Context: an optimization exercise on an open-source flow, tuned for a short achievable clock period and few clock cycles. The choices shown serve that exercise and are no tape-out recipe. In this exercise RTL edits were held to simulation tests only and were not proved equivalent to the original. No activity file was given, so power comes from the tool's default toggle rates.

## flz_decomp
module flz_decomp (
    input  wire        clk,
    input  wire        rst,         
    input  wire        start,
    input  wire        abort,
    input  wire [15:0] in_off,
    input  wire [15:0] in_len,
    output wire [15:0] in_addr,
    input  wire [7:0]  in_rdata,
    output wire        out_we,
    output wire [14:0] out_waddr,
    output wire [7:0]  out_wdata,
    output wire [14:0] out_raddr,
    input  wire [7:0]  out_rdata,
    output wire [1:0]  st,
    output reg  [1:0]  err,
    output reg  [2:0]  cause,
    output reg  [15:0] op
);
clock: 6.0 ns
lec_check: 0
cap_margin: 20
core_margin: 2
core_utilization: 40
setup_slack_margin: 4
slew_margin: 20
run.sh (not shown) runs the stock make flow with config.mk's settings and CLKGATE_MAP_FILE= SYNTH_SCRIPT=/design/flow/synth_recipe.tcl, a recipe that flattens the netlist after the stock synthesis.
Testbench counts at the start, summed over its fixed seeds: cycles 297,194.
Then changed:
--- a/flow/design.v
+++ b/flow/design.v
@@ -132,12 +132,13 @@
     wire        x_lpop  = (x_mode == X_LIT) && lq_ne;
     wire        x_free  = (x_mode == X_IDLE) || (x_last && ((x_mode == X_COPY) || x_lpop));
     wire        x_load  = running && x_free && cq_ne;
     wire [7:0]  d_byte  = (d_sel == D_LIT) ? d_lit :
                           (d_sel == D_MEM) ? out_rdata :
                           (d_sel == D_H1)  ? h1 : h2;
+    integer i;
     always @(posedge clk) begin
         f0_v   <= fetch;
         f0_tag <= f_tag;
         ia     <= ip;
         f1_v   <= f0_v;
         f1_tag <= f0_tag;
Via count does not change.
Global-route usage does not change.
Area after synthesis stays the same.
Clock power hardly moves.
Worst setup slack stays the same.
Register-to-register slack barely changes.
Design area stays the same.
Non-clock buffer count stays the same.
Flip-flop and latch count stays the same.
Worst hold slack does not change.
Routed wire length does not change.
Total power stays the same.
Count of clock-buffer cells in the layout stays the same.
Testbench counts after the change, summed over its fixed seeds: cycles 297,194.

--- another note on this design; it stands on its own ---

== wip/raven ==
Design flz_decomp, start of the top module:
module flz_decomp (
    input  wire        clk,
    input  wire        rst,         
    input  wire        start,
    input  wire        abort,
    input  wire [15:0] in_off,
    input  wire [15:0] in_len,
    output wire [15:0] in_addr,
    input  wire [7:0]  in_rdata,
    output wire        out_we,
    output wire [14:0] out_waddr,
    output wire [7:0]  out_wdata,
    output wire [14:0] out_raddr,
    input  wire [7:0]  out_rdata,
    output wire [1:0]  st,
    output reg  [1:0]  err,
    output reg  [2:0]  cause,
    output reg  [15:0] op
);
    localparam [1:0] ST_IDLE = 2'd0, ST_RUN = 2'd1, ST_DONE = 2'd2, ST_FAULT = 2'd3;
    localparam [1:0] E_NONE = 2'd0, E_UNSUPPORTED = 2'd1, E_CORRUPT = 2'd2;
    localparam [2:0] C_NONE = 3'd0, C_LEVEL = 3'd1, C_TRUNC_HDR = 3'd2, C_TRUNC_LIT = 3'd3,
                     C_TRUNC_MATCH = 3'd4, C_UNDERFLOW = 3'd5, C_OVERFLOW_LIT = 3'd6,
                     C_OVERFLOW_MATCH = 3'd7;
    localparam [2:0] T_CTRL = 3'd0, T_EXT = 3'd1, T_LO = 3'd2, T_LIT = 3'd3, T_STOP = 3'd4;
    localparam [1:0] K_LIT = 2'd0, K_MATCH = 2'd1, K_FIN = 2'd2;
    localparam [1:0] X_IDLE = 2'd0, X_LIT = 2'd1, X_COPY = 2'd2, X_FIN = 2'd3;
    localparam [1:0] D_LIT = 2'd0, D_MEM = 2'd1, D_H1 = 2'd2, D_H2 = 2'd3;
    reg  [1:0]  st_r;         
    reg  [1:0]  st_o;         
    assign st = st_o;
    wire running = (st_r == ST_RUN);
    wire go      = start && !running;       
    reg  [15:0] ip;           
    reg  [15:0] fleft;        
    reg         fnz;          
    reg  [3:0]  c_d;          
    reg  [4:0]  l_d;          
    reg  [2:0]  vc_d;         
    reg  [1:0]  vl_d;         
    reg         c_le5, c_le6, c_le7;     
    reg         l_le13, l_le14, l_le15;  
    reg  [15:0] ia;           
    reg         f0_v;         
    reg  [5:0]  f0_tag;
    reg         f1_v;         
    reg  [5:0]  f1_tag;       
    reg  [7:0]  iq;
    reg         iq_v;
    reg  [5:0]  iq_tag;
    reg  [7:0]  lq [0:15];
    reg  [4:0]  lq_w, lq_r;   
    reg  [1:0]  cq_type [0:7];
    reg  [8:0]  cq_cnt  [0:7];     
    reg         cq_one  [0:7];
    reg  [14:0] cq_rp   [0:7];
    reg  [1:0]  cq_dsel [0:7];
    reg  [3:0]  cq_w, cq_r;
    reg  [2:0]  t_st;
    reg         t_first;
    reg         t_end;        
    reg  [4:0]  t_cnt;        
    reg  [4:0]  t_hi;
    reg  [8:0]  t_n;
    reg         k_v;
    reg  [1:0]  k_type;
    reg  [8:0]  k_n;
  ...
export LEC_CHECK = 0
export CAP_MARGIN = 20
export CORE_MARGIN = 2
export CORE_UTILIZATION = 40
export SETUP_SLACK_MARGIN = 5
export SLEW_MARGIN = 20
export TNS_END_PERCENT = 100
create_clock -name core_clock -period 6.0 [get_ports {clk}]
run.sh (not shown) runs the stock make flow with config.mk's settings and CLKGATE_MAP_FILE= SYNTH_SCRIPT=/design/flow/synth_recipe.tcl, a recipe that flattens the netlist after the stock synthesis.
In summary, wip/raven completed successfully, with a layout that passed the timing, design-rule and antenna checks.
Testbench counts of wip/raven, summed over its fixed seeds: cycles 297,194.
Edits applied to the flow inputs when going from wip/raven to wip/xenon:
Settings: CORE_UTILIZATION: 40 -> 50; SETUP_SLACK_MARGIN: 5 -> 4; PLACE_DENSITY: unset -> 0.7; TNS_END_PERCENT: 100 -> unset.
Notes after the runs:
- wip/raven -> wip/xenon: routed wire length decreased by more than 10%
- Net count of the finished layout in wip/xenon is 318 below wip/raven.
- On wip/xenon: final clock period utilization by the worst path is 0.41 points lower than what wip/raven gave.
- Compared to wip/raven, wip/xenon shows a wider setup margin.
- Initial cell density of the core in wip/xenon is 9.9 points higher than in wip/raven

-- afterwards: timing with drivers on the ports --
No port has a modelled driver above. Below, the same layouts with a new extraction and two added sets of constraints.
Step 1 sets driving cells, clkbuf_16 on the clock port and buf_2 on the other inputs (assumed; they add their load-dependent delay and slew).
Step 2 also shifts input and output timing later by t, the mid clock arrival at the registers, as if the neighbouring blocks saw the same clock.
Three values: ideal, step 1, step 2; two values: the first two.
run	shift t [ns]	slack for setup (ns)	hold WS [ns]	slew at the worst register clock pin (ns)	cell pins on the clock port's net
the first run of note 1	0.673	3.736 / 3.668 / 3.324	0.325 / 0.325 / 0.325	0.06 / 0.06	1
the second run of note 1	0.673	3.736 / 3.668 / 3.324	0.325 / 0.325 / 0.325	0.06 / 0.06	1
wip/raven	0.688	3.689 / 3.623 / 3.417	0.309 / 0.309 / 0.309	0.07 / 0.07	1
wip/xenon	0.669	3.714 / 3.650 / 3.305	0.313 / 0.313 / 0.313	0.07 / 0.07	1
After both steps setup and hold are still met in every run listed.
